Background: an optimization exercise with open tools, aiming at small area, a short achievable clock period and few clock cycles. Do not read the settings as production practice.
For this run, only the layout was checked, not whether the RTL still works.
Power and IR drop assume default switching activity.

==> design.v <==
module jfp_csum (
    input             clk,
    input             rst,
    input             bus_valid,
    input             bus_we,
    input      [7:0]  bus_addr,
    input      [3:0]  bus_be,
    input      [31:0] bus_wdata,
    output            bus_ready,
    output reg [31:0] bus_rdata
);
    localparam [2:0] EC_OK    = 3'd0;    
    localparam [2:0] EC_ILL   = 3'd1;    
    localparam [2:0] EC_BND   = 3'd2;    
    localparam [2:0] EC_SHORT = 3'd3;    
    localparam [2:0] EC_ULEN  = 3'd4;    
    localparam [2:0] EC_LMIS  = 3'd5;    
    localparam [2:0] EC_ADDR  = 3'd6;    
    reg [7:0]   fm [0:63];
    reg [31:0]  cmd_r;
    reg [2:0]   err;
    reg         udpv, csv, match;
    reg [15:0]  view_base, view_len;
    reg [6:0]   pl_base;             
    reg [6:0]   udp_len;             
    reg [1:0]   src_tag, dst_tag;
    reg [127:0] src_val, dst_val;
    reg [18:0]  src_sum, dst_sum;    
    reg [15:0]  udp_sport, udp_dport, udp_csum;
    reg [21:0]  csum_acc;            
    reg [15:0]  csum_val, csum_stored;
    wire [15:0] pl_len = (udp_len == 7'd0) ? 16'd0 : {9'd0, udp_len - 7'd8};
    reg         busy;
    reg         is_parse, is_icmp, is_update;
    reg [1:0]   t;           
    reg [2:0]   blk;         
    reg [3:0]   pw;          
    reg [21:0]  acc;
    reg [31:0]  s0, s1;      
    assign bus_ready = !busy;
    wire acc_en = bus_valid && !busy;
    wire reg_wr = acc_en && bus_we && !bus_addr[7];
    wire mem_wr = acc_en && bus_we && (bus_addr[7:4] == 4'b1000);
    wire cmd_wr = reg_wr && (bus_addr == 8'h00);
    wire [7:0]  c_op  = bus_wdata[7:0];
    wire [7:0]  c_rsv = bus_wdata[15:8];
    wire [15:0] c_imm = bus_wdata[31:16];
    reg c_legal;
    always @(*) begin
        case (c_op)
            8'h00, 8'h01, 8'h10, 8'h40, 8'h50, 8'h51, 8'h52, 8'h53:
                c_legal = (c_rsv == 8'h00) && (c_imm == 16'h0000);
            8'h11:
                c_legal = (c_rsv == 8'h00);
            default:
                c_legal = 1'b0;
        endcase
    end
    wire [16:0] view_end   = {1'b0, view_base} + {1'b0, view_len};
    wire        out_bounds = view_end > 17'd64;
    wire        addrs_ok   = (src_tag == 2'd1) && (dst_tag == 2'd1);
    wire [5:0]  b6         = view_base[5:0];
    wire [6:0]  n7         = view_len[6:0];      
    wire [5:0]  elast      = view_end[5:0] - 6'd1;
    wire        icmp_c = busy ? is_icmp : c_op[1];
    wire [3:0]  port_sel = busy ? pw : bus_addr[3:0];
    wire [31:0] port_word = {fm[{port_sel, 2'd0}], fm[{port_sel, 2'd1}],
                             fm[{port_sel, 2'd2}], fm[{port_sel, 2'd3}]};
    wire [1:0] bsel = busy ? blk[1:0] : b6[5:4];
    wire       bact = busy ? (blk <= {1'b0, elast[5:4]}) : 1'b1;
    wire [3:0] bstart = (bsel == b6[5:4]) ? b6[3:0] : 4'd0;
    wire [3:0] bend   = (bsel == elast[5:4]) ? elast[3:0] : 4'd15;
    wire [5:0] f0 = b6 + (icmp_c ? 6'd2 : 6'd6);
    wire [5:0] f1 = b6 + (icmp_c ? 6'd3 : 6'd7);
    wire [15:0] th_lo = 16'hFFFF << bstart;           
    wire [15:0] th_hi = 16'hFFFF >> (4'd15 - bend);   
    wire [15:0] fx0 = (bsel == f0[5:4]) ? (16'd1 << f0[3:0]) : 16'd0;
    wire [15:0] fx1 = (bsel == f1[5:4]) ? (16'd1 << f1[3:0]) : 16'd0;
    wire [15:0] bmask = {16{bact}} & th_lo & th_hi & ~fx0 & ~fx1;
    wire [7:0] mb [0:15];
    genvar g;
    generate for (g = 0; g < 16; g = g + 1) begin : g_mb
        assign mb[g] = fm[{bsel, g[3:0]}] & {8{bmask[g]}};
    end endgenerate
    wire [10:0] sum_e = mb[0] + mb[2] + mb[4] + mb[6] + mb[8] + mb[10] + mb[12] + mb[14];
    wire [10:0] sum_o = mb[1] + mb[3] + mb[5] + mb[7] + mb[9] + mb[11] + mb[13] + mb[15];
    wire [10:0] sum_hi = b6[0] ? sum_o : sum_e;
    wire [10:0] sum_lo = b6[0] ? sum_e : sum_o;
    wire [21:0] ph_const = {3'd0, src_sum} + {3'd0, dst_sum} +
                           {15'd0, n7} + (c_op[1] ? 22'd58 : 22'd17);
    wire [95:0] win12 = {s0, s1, port_word};
    wire [1:0]  ob    = b6[1:0];
    wire [2:0]  hsel  = (t == 2'd2) ? 3'd4 : {1'b0, ob};
    wire [63:0] hdr   = win12[95 - 8 * hsel -: 64];
    wire [1:0]  q     = is_icmp ? (ob + 2'd2) : ob;
    wire [63:0] win8  = (h_cs == 2'd1) ? {port_word, 32'h0} : {s1, port_word};
    wire [31:0] w4    = win8[63 - 8 * q -: 32];
    wire [1:0]  h_cs  = is_icmp ? ((ob == 2'd1) ? 2'd2 : 2'd1)
                                : ((ob == 2'd0) ? 2'd1 : 2'd2);
    wire        sum_done = (blk > {1'b0, elast[5:4]});
    wire [15:0] h_len = hdr[31:16];
    wire [15:0] lenf  = w4[31:16];
    wire [15:0] fld   = is_icmp ? w4[31:16] : w4[15:0];
    wire [16:0] fold1 = {1'b0, acc[15:0]} + {11'd0, acc[21:16]};
    wire [15:0] fold2 = fold1[15:0] + {15'd0, fold1[16]};
    wire [15:0] val   = ~fold2;
    wire parse_fin = busy && is_parse && ((t == 2'd3) || (t == 2'd2 && ob == 2'd0));
    wire csum_fin  = busy && !is_parse && sum_done && (t >= h_cs);
    wire csum_ok   = (is_icmp || lenf == view_len) && addrs_ok;
    wire [31:0] old_word = bus_rdata;
    wire [18:0] sel_sum  = bus_addr[2] ? dst_sum : src_sum;
    wire [18:0] new_sum  = sel_sum + {3'd0, bus_wdata[31:16]} + {3'd0, bus_wdata[15:0]}
                         - {3'd0, old_word[31:16]} - {3'd0, old_word[15:0]};
    always @(posedge clk) begin
        if (rst) begin
            busy        <= 1'b0;
            cmd_r       <= 32'h0;
            err         <= EC_OK;
            udpv        <= 1'b0;
            csv         <= 1'b0;
            match       <= 1'b0;
            view_base   <= 16'h0;
            view_len    <= 16'h0;
            pl_base     <= 7'h0;
            udp_len     <= 7'h0;
            src_tag     <= 2'd0;
            dst_tag     <= 2'd0;
            src_val     <= 128'h0;
            dst_val     <= 128'h0;
            src_sum     <= 19'h0;
            dst_sum     <= 19'h0;
            udp_sport   <= 16'h0;
            udp_dport   <= 16'h0;
            udp_csum    <= 16'h0;
            csum_acc    <= 22'h0;
            csum_val    <= 16'h0;
            csum_stored <= 16'h0;
        end else if (!busy) begin
            if (reg_wr) begin
                case (bus_addr)
                8'h00: begin
                    cmd_r <= bus_wdata;
                    if (!c_legal) begin
                        err <= EC_ILL;
                    end else begin
                        case (c_op)
                        8'h00: err <= EC_OK;
                        8'h01: begin
                            err         <= EC_OK;
                            udpv        <= 1'b0;
                            csv         <= 1'b0;
                            match       <= 1'b0;
                            view_base   <= 16'h0;
                            view_len    <= 16'h0;
                            pl_base     <= 7'h0;
                            udp_len     <= 7'h0;
                            src_tag     <= 2'd0;
                            dst_tag     <= 2'd0;
                            src_val     <= 128'h0;
                            dst_val     <= 128'h0;
                            src_sum     <= 19'h0;
                            dst_sum     <= 19'h0;
                            udp_sport   <= 16'h0;
                            udp_dport   <= 16'h0;
                            udp_csum    <= 16'h0;
                            csum_acc    <= 22'h0;
                            csum_val    <= 16'h0;
                            csum_stored <= 16'h0;
                        end
                        8'h10: begin
                            err       <= EC_OK;
                            view_base <= {9'd0, pl_base};
                            view_len  <= pl_len;
                        end
                        8'h11: begin
                            err <= EC_OK;
                            if (c_imm < view_len)
                                view_len <= c_imm;
                        end
                        8'h40: begin
                            if (out_bounds) begin
                                err  <= EC_BND;
                                udpv <= 1'b0;
                            end else if (view_len < 16'd8) begin
                                err  <= EC_SHORT;
                                udpv <= 1'b0;
                            end else begin
                                busy <= 1'b1;
                            end
                        end
                        default: begin
                            if (out_bounds) begin
                                err   <= EC_BND;
                                csv   <= 1'b0;
                                match <= 1'b0;
                            end else if (view_len < (c_op[1] ? 16'd4 : 16'd8)) begin
                                err   <= EC_SHORT;
                                csv   <= 1'b0;
                                match <= 1'b0;
                            end else if (c_op[1] && !addrs_ok) begin
                                err   <= EC_ADDR;
                                csv   <= 1'b0;
                                match <= 1'b0;
                            end else begin
                                busy <= 1'b1;
                            end
                        end
                        endcase
                    end
                end
                8'h02: view_base <= bus_wdata[15:0];
                8'h03: view_len  <= bus_wdata[15:0];
                8'h25: begin
                    src_tag <= (bus_wdata[1:0] == 2'd3) ? 2'd0 : bus_wdata[1:0];
                    if (bus_wdata[1:0] != 2'd1) begin
                        src_val <= 128'h0;
                        src_sum <= 19'h0;
                    end
                end
                8'h26: begin
                    dst_tag <= (bus_wdata[1:0] == 2'd3) ? 2'd0 : bus_wdata[1:0];
                    if (bus_wdata[1:0] != 2'd1) begin
                        dst_val <= 128'h0;
                        dst_sum <= 19'h0;
                    end
                end
                8'h40: begin src_val[127:96] <= bus_wdata; src_sum <= new_sum; end
                8'h41: begin src_val[95:64]  <= bus_wdata; src_sum <= new_sum; end
                8'h42: begin src_val[63:32]  <= bus_wdata; src_sum <= new_sum; end
                8'h43: begin src_val[31:0]   <= bus_wdata; src_sum <= new_sum; end
                8'h44: begin dst_val[127:96] <= bus_wdata; dst_sum <= new_sum; end
                8'h45: begin dst_val[95:64]  <= bus_wdata; dst_sum <= new_sum; end
                8'h46: begin dst_val[63:32]  <= bus_wdata; dst_sum <= new_sum; end
                8'h47: begin dst_val[31:0]   <= bus_wdata; dst_sum <= new_sum; end
                default: ;
                endcase
            end
        end else if (parse_fin) begin
            busy <= 1'b0;
            if (h_len < 16'd8 || h_len > view_len) begin
                err  <= EC_ULEN;
                udpv <= 1'b0;
            end else begin
                err       <= EC_OK;
                udpv      <= 1'b1;
                udp_sport <= hdr[63:48];
                udp_dport <= hdr[47:32];
                udp_len   <= h_len[6:0];
                udp_csum  <= hdr[15:0];
                view_len  <= h_len;
                pl_base   <= b6 + 7'd8;
            end
        end else if (csum_fin) begin
            busy <= 1'b0;
            if (!is_icmp && lenf != view_len) begin
                err   <= EC_LMIS;
                csv   <= 1'b0;
                match <= 1'b0;
            end else if (!addrs_ok) begin
                err   <= EC_ADDR;
                csv   <= 1'b0;
                match <= 1'b0;
            end else begin
                err      <= EC_OK;
                csv      <= 1'b1;
                csum_acc <= acc;
                csum_val <= val;
                if (is_update) begin
                    csum_stored <= val;
                    match       <= 1'b1;
                end else begin
                    csum_stored <= fld;
                    match       <= (val == fld);
                end
            end
        end
    end
    always @(posedge clk) begin
        if (!busy) begin
            is_parse  <= (c_op == 8'h40);
            is_icmp   <= c_op[1];
            is_update <= c_op[0];
            t         <= 2'd1;
            blk       <= {1'b0, b6[5:4]} + 3'd1;
            acc       <= ph_const + {3'd0, sum_hi, 8'd0} + {11'd0, sum_lo};
            pw        <= (c_op == 8'h40) ? b6[5:2] :
                         c_op[1] ? f0[5:2] : b6[5:2] + 4'd1;
        end else begin
            if (t != 2'd3) t <= t + 2'd1;
            blk <= blk + 3'd1;
            if (!sum_done) acc <= acc + {3'd0, sum_hi, 8'd0} + {11'd0, sum_lo};
            if (is_parse || t < h_cs) begin
                s0 <= s1;
                s1 <= port_word;
                pw <= pw + 4'd1;
            end
        end
    end
    wire [5:0] st0 = b6 + (is_icmp ? 6'd2 : 6'd6);
    wire       st_en = csum_fin && is_update && csum_ok;
    reg  [7:0] lane_d [0:3];
    integer l;
    always @(*) begin
        for (l = 0; l < 4; l = l + 1) begin
            if (!busy)
                lane_d[l] = bus_wdata[8 * (3 - l) +: 8];
            else if (st0[1:0] == l[1:0])
                lane_d[l] = val[15:8];
            else
                lane_d[l] = val[7:0];
        end
    end
    integer i;
    always @(posedge clk) begin
        for (i = 0; i < 64; i = i + 1) begin
            if ((mem_wr && (bus_addr[3:0] == i[5:2]) && bus_be[3 - i[1:0]]) ||
                (st_en && ((st0 == i[5:0]) || (st0 + 6'd1 == i[5:0]))))
                fm[i] <= lane_d[i % 4];
        end
    end
    reg [7:0] err8;
    always @(*) begin
        case (err)
            EC_OK:    err8 = 8'h00;
            EC_ILL:   err8 = 8'h01;
            EC_BND:   err8 = 8'h02;
            EC_SHORT: err8 = 8'h03;
            EC_ULEN:  err8 = 8'h30;
            EC_LMIS:  err8 = 8'h31;
            default:  err8 = 8'h40;
        endcase
    end
    always @(*) begin
        bus_rdata = 32'h0;
        if (bus_addr[7:4] == 4'b1000) begin
            bus_rdata = port_word;
        end else begin
            case (bus_addr)
            8'h00: bus_rdata = cmd_r;
            8'h01: bus_rdata = {19'h0, match, csv, udpv, 2'b00, err8};
            8'h02: bus_rdata = {16'h0, view_base};
            8'h03: bus_rdata = {16'h0, view_len};
            8'h04: bus_rdata = {25'h0, pl_base};
            8'h05: bus_rdata = {16'h0, pl_len};
            8'h25: bus_rdata = {30'h0, src_tag};
            8'h26: bus_rdata = {30'h0, dst_tag};
            8'h30: bus_rdata = {16'h0, udp_sport};
            8'h31: bus_rdata = {16'h0, udp_dport};
            8'h32: bus_rdata = {25'h0, udp_len};
            8'h33: bus_rdata = {16'h0, udp_csum};
            8'h38: bus_rdata = {10'h0, csum_acc};
            8'h39: bus_rdata = {16'h0, csum_val};
            8'h3A: bus_rdata = {16'h0, csum_stored};
            8'h40: bus_rdata = src_val[127:96];
            8'h41: bus_rdata = src_val[95:64];
            8'h42: bus_rdata = src_val[63:32];
            8'h43: bus_rdata = src_val[31:0];
            8'h44: bus_rdata = dst_val[127:96];
            8'h45: bus_rdata = dst_val[95:64];
            8'h46: bus_rdata = dst_val[63:32];
            8'h47: bus_rdata = dst_val[31:0];
            default: bus_rdata = 32'h0;
            endcase
        end
    end
endmodule
==> run.sh <==
#!/bin/bash
# synth_recipe.tcl (not shown) runs the flow's synth.tcl, then flattens the netlist and writes it again
# the make line also repeats each setting of config.mk as NAME=value (left out here)
make -C /OpenROAD-flow-scripts/flow DESIGN_CONFIG=/design/flow/config.mk WORK_HOME=/design/flow/orfs CLKGATE_MAP_FILE= SYNTH_SCRIPT=/design/flow/synth_recipe.tcl finish
==> config.mk <==
export PLATFORM = sky130hd
export DESIGN_NAME = jfp_csum
export DESIGN_NICKNAME = jfp_csum
export VERILOG_FILES = /design/flow/design.v
export SDC_FILE = /design/flow/constraint.sdc
export NUM_CORES = 4
export LEC_CHECK = 0
export CAP_MARGIN = 20
export CORE_MARGIN = 2
export CORE_UTILIZATION = 30
export PLACE_DENSITY = 0.45
export SLEW_MARGIN = 20
==> constraint.sdc <==
create_clock -name core_clock -period 10.0 [get_ports {clk}]
set_input_delay 2.0000 -clock core_clock [delete_from_list [all_inputs] [get_ports {clk}]]
set_output_delay 2.0000 -clock core_clock [all_outputs]
set_load 0.01 [all_outputs]
==> impl_results.md <==
- Status: finished with violations
- Layout check faults: setup timing
- Routed vias: 73000
- Unique cell type count in the Yosys netlist: 100
- Avg Inst Size Synth: 9.08 um2
- Async set or reset register ratio after synthesis: 0%
- Num CTS Buffers: 137
- Worst slack, placed: -1290 ps
- Yosys top cell area share: 26.1%
- Pin count of the biggest net entering global routing: 195
- # port buffers: 80
- Syn Std Cell Area: 69500 um2
- Grt ovf: 0
- Arrival time worst endpoint: 10770 ps
- Row cnt: 176
- Leading cell types by count after synthesis: nand2_1, nor2_1, edfxtp_1
- DRC viols: 0
- Gate Count Post-Synth: 7655
- Crit path capture type: flip-flop
- Post-synth EDFFs: 604
- Net Sw Power: 4.78 mW
- CTS H-tree depth: 4
- Worst VDD drop: 0.167 mV
- Min Hold Slack: 451 ps
- Most frequent CP cell: fa_2
- DP HPWL: 325000 um
- DRT antenna net count: 0
- CP Max Fanout: 4
- I/O pins: 81
- Die Height: 485 um
- Average wire per standard cell: 38.1 um
- Post-CTS Hold Buffers: 0
- Die X: 485 um
- Final Max Tran Viols: 0
- Comb pwr share: 29.0%
- Prevailing post-synth register cell: edfxtp_1
- Setup_tns: -406 ps
- Initial antenna violation count: 44
- Slew @ Worst Pin: 1370 ps
- Nets@finish: 8676
- Drt total wl: 435000 um
- Area leader, netlist: edfxtp_1
- DRT Pass-1 Iters: 10
- Startpoint types: primary input
- Slowest-stage cell, CP: fa_1
- Vias in the first global route: 67900
- Tcrit/Tclk final: 102%
- Sw frac: 33.5%
- CP required: 10570 ps
- CTS tree: built
- DR iter-0 viols: 13000
- F_max: 98.0 MHz
- Count leader, synth: nand2_1
- CTS clk-pin slew, worst paths: 60 ps
- Gpl congestion: 1.07
- Root Driver: clkbuf_16
- Critical path's largest stage delay: 540 ps
- RSZ-0062 raised after global routing: yes
- Sequential share of power: 34.4%
- Tmin final: 10200 ps
- Initial core utilization: 30.2%
- First-pass GRT wire length: 587000 um
- Clock Power Share: 36.6%
- Yosys warnings: 5
- P_int: 9.51 mW
- Final Hold Fails: 0
- Max cap viols: 0
- Area grow syn2layout: 23.3%
- Pwr Total: 14.3 mW
- Core Area: 230000 um2
- Register area share after synthesis: 40.2%
- GRT Util Overall: 35.7%
- Full die area: 235000 um2
- Hold Path Class: flip-flop to flip-flop
- WS Path Type: primary input to flip-flop
- Bufs on Longest Clock Path: 3
- Clk_skew: 37.8 ps
- Leakage: 31.8 nW
- Area contributors post-synth: edfxtp_1, dfxtp_1, a22oi_1
- Synth Net Count: 8088
- Final setup fails: 3
- Avg Vias per Cell: 6.40
- Clk Latency, worst-skew pair: 850 ps
- Max_slew headroom: 8.66%
- Final WS setup: -202 ps
- Clock Sinks: 1095
- Layout cells sized above 1: 19.8%
- Post-synthesis register bit count: 1095
- Pwr dens: 167 nW/um2
-- state kept, by name, indices dropped and copies added, names as in the netlist, 19 cells and up --
signal,cells
acc,22
cmd_r,32
csum_acc,22
dst_sum,19
dst_val,128
fm,512
s0,32
s1,32
src_sum,19
src_val,128
-- repair_timing --
| item | 4_1_cts | 5_1_grt |
|---|---|---|
| setup buffers | 23 | 23 |
| pin swaps | 69 | 53 |
| gates resized for setup | 108 | 95 |
| setup endpoints to repair | 8 | 10 |
-- metrics by stage --
stage	cell area, um2	utilization (%)	instances
finish	85700	37.2	11400
detailed placement	79800	34.7	11100
floorplan	69700	-	7655
global route	85700	37.2	11400
global placement	79800	34.7	11100
CTS	85100	37.0	11400
-- power by group through the flow --
stage | combinational [mW] | sequential (mW) | clock [mW]
after global routing | 4.44 | 4.92 | 5.44
final | 4.15 | 4.91 | 5.23
after detailed placement | 3.82 | 5.01 | 0
after floorplan | 2.00 | 4.94 | 0
after global placement | 3.78 | 5.01 | 0
after CTS | 3.93 | 4.91 | 5.27
-- final cells by class --
cell class	instances	area (um2)
Fill cell	23200	144000
Clock inverter	80	987
Timing Repair Buffer	1068	8590
Multi-Input combinational cell	5604	39400
Inverter	337	1260
Sequential cell	1095	28000
Clock buffer	170	3670
Tap cell	3026	3790
Antenna cell	23	57.6
-- final timing paths --
kind                      from           to  slack, ps  cells after the start
setup / recovery  bus_wdata[1]      acc[19]       -200                     43
hold / removal     udp_csum[5]  udp_csum[5]        450                      2
setup reg to reg   view_len[1]      acc[19]       -120                     46
hold reg to reg    udp_csum[5]  udp_csum[5]        450                      2
-- cells in the final DEF, fill, tap and decap left out, types with 177 or more instances in the layout --
cell type / count
o21ai_0: 357
a222oi_1: 185
nand3_1: 185
dfxtp_1: 486
a22oi_1: 503
ha_1: 177
nor2_1: 770
edfxtp_1: 604
nand2_1: 797
inv_1: 314
a21oi_1: 418
buf_4: 947
-- logic make-up after synthesis --
logic type | synth area share (%)
AND/OR/NAND/NOR | 16.4
AO/OA/AOI/OAI | 24.9
flip-flops | 40.2
buffers and inverters | 5.37
adder cells (fa/ha/maj) | 8.90
multiplexers | 2.49
XOR/XNOR | 1.74
-- routing by layer --
layer  share of wire, %  global-route usage [%]
met4                7.1                    21.1
met2                 41                    50.4
met5              0.046                       0
met3                 12                    11.0
met1                 40                    47.6
-- critical path: cells and delay by family --
family	cells	cell delay [ps]
muxes	1	200
and+or+nand+nor	11	1760
buffers and inverters	7	620
AOI/OAI and AO/OA	11	1880
adders and majority gates	10	3780
xor gates and xnor gates	3	530

## re-timing with driven ports
The flow's constraints put no driver on any port. The routed layout listed below was extracted and timed again, unchanged, in two steps.
Step 1 (the two cells are an assumption about what drives the block):
set clk [get_ports {clk}]
set_driving_cell -lib_cell sky130_fd_sc_hd__clkbuf_16 $clk
set_driving_cell -lib_cell sky130_fd_sc_hd__buf_2 [delete_from_list [all_inputs] $clk]
Step 2, shift: input delay + t, output delay - t, t = (earliest + latest rising clock arrival at the registers) / 2. This alone moves slack from input paths to output paths.
Slacks: ideal ports / drivers / drivers and shift; pairs: ideal ports / drivers.
t, ns: 0.939
slack for setup (ns): -0.202 / -0.123 / -1.062
worst hold slack (ns): 0.451 / 0.451 / 0.451
For this run, drivers alone change the setup slack by +0.079 ns; drivers and shift together by -0.860 ns.
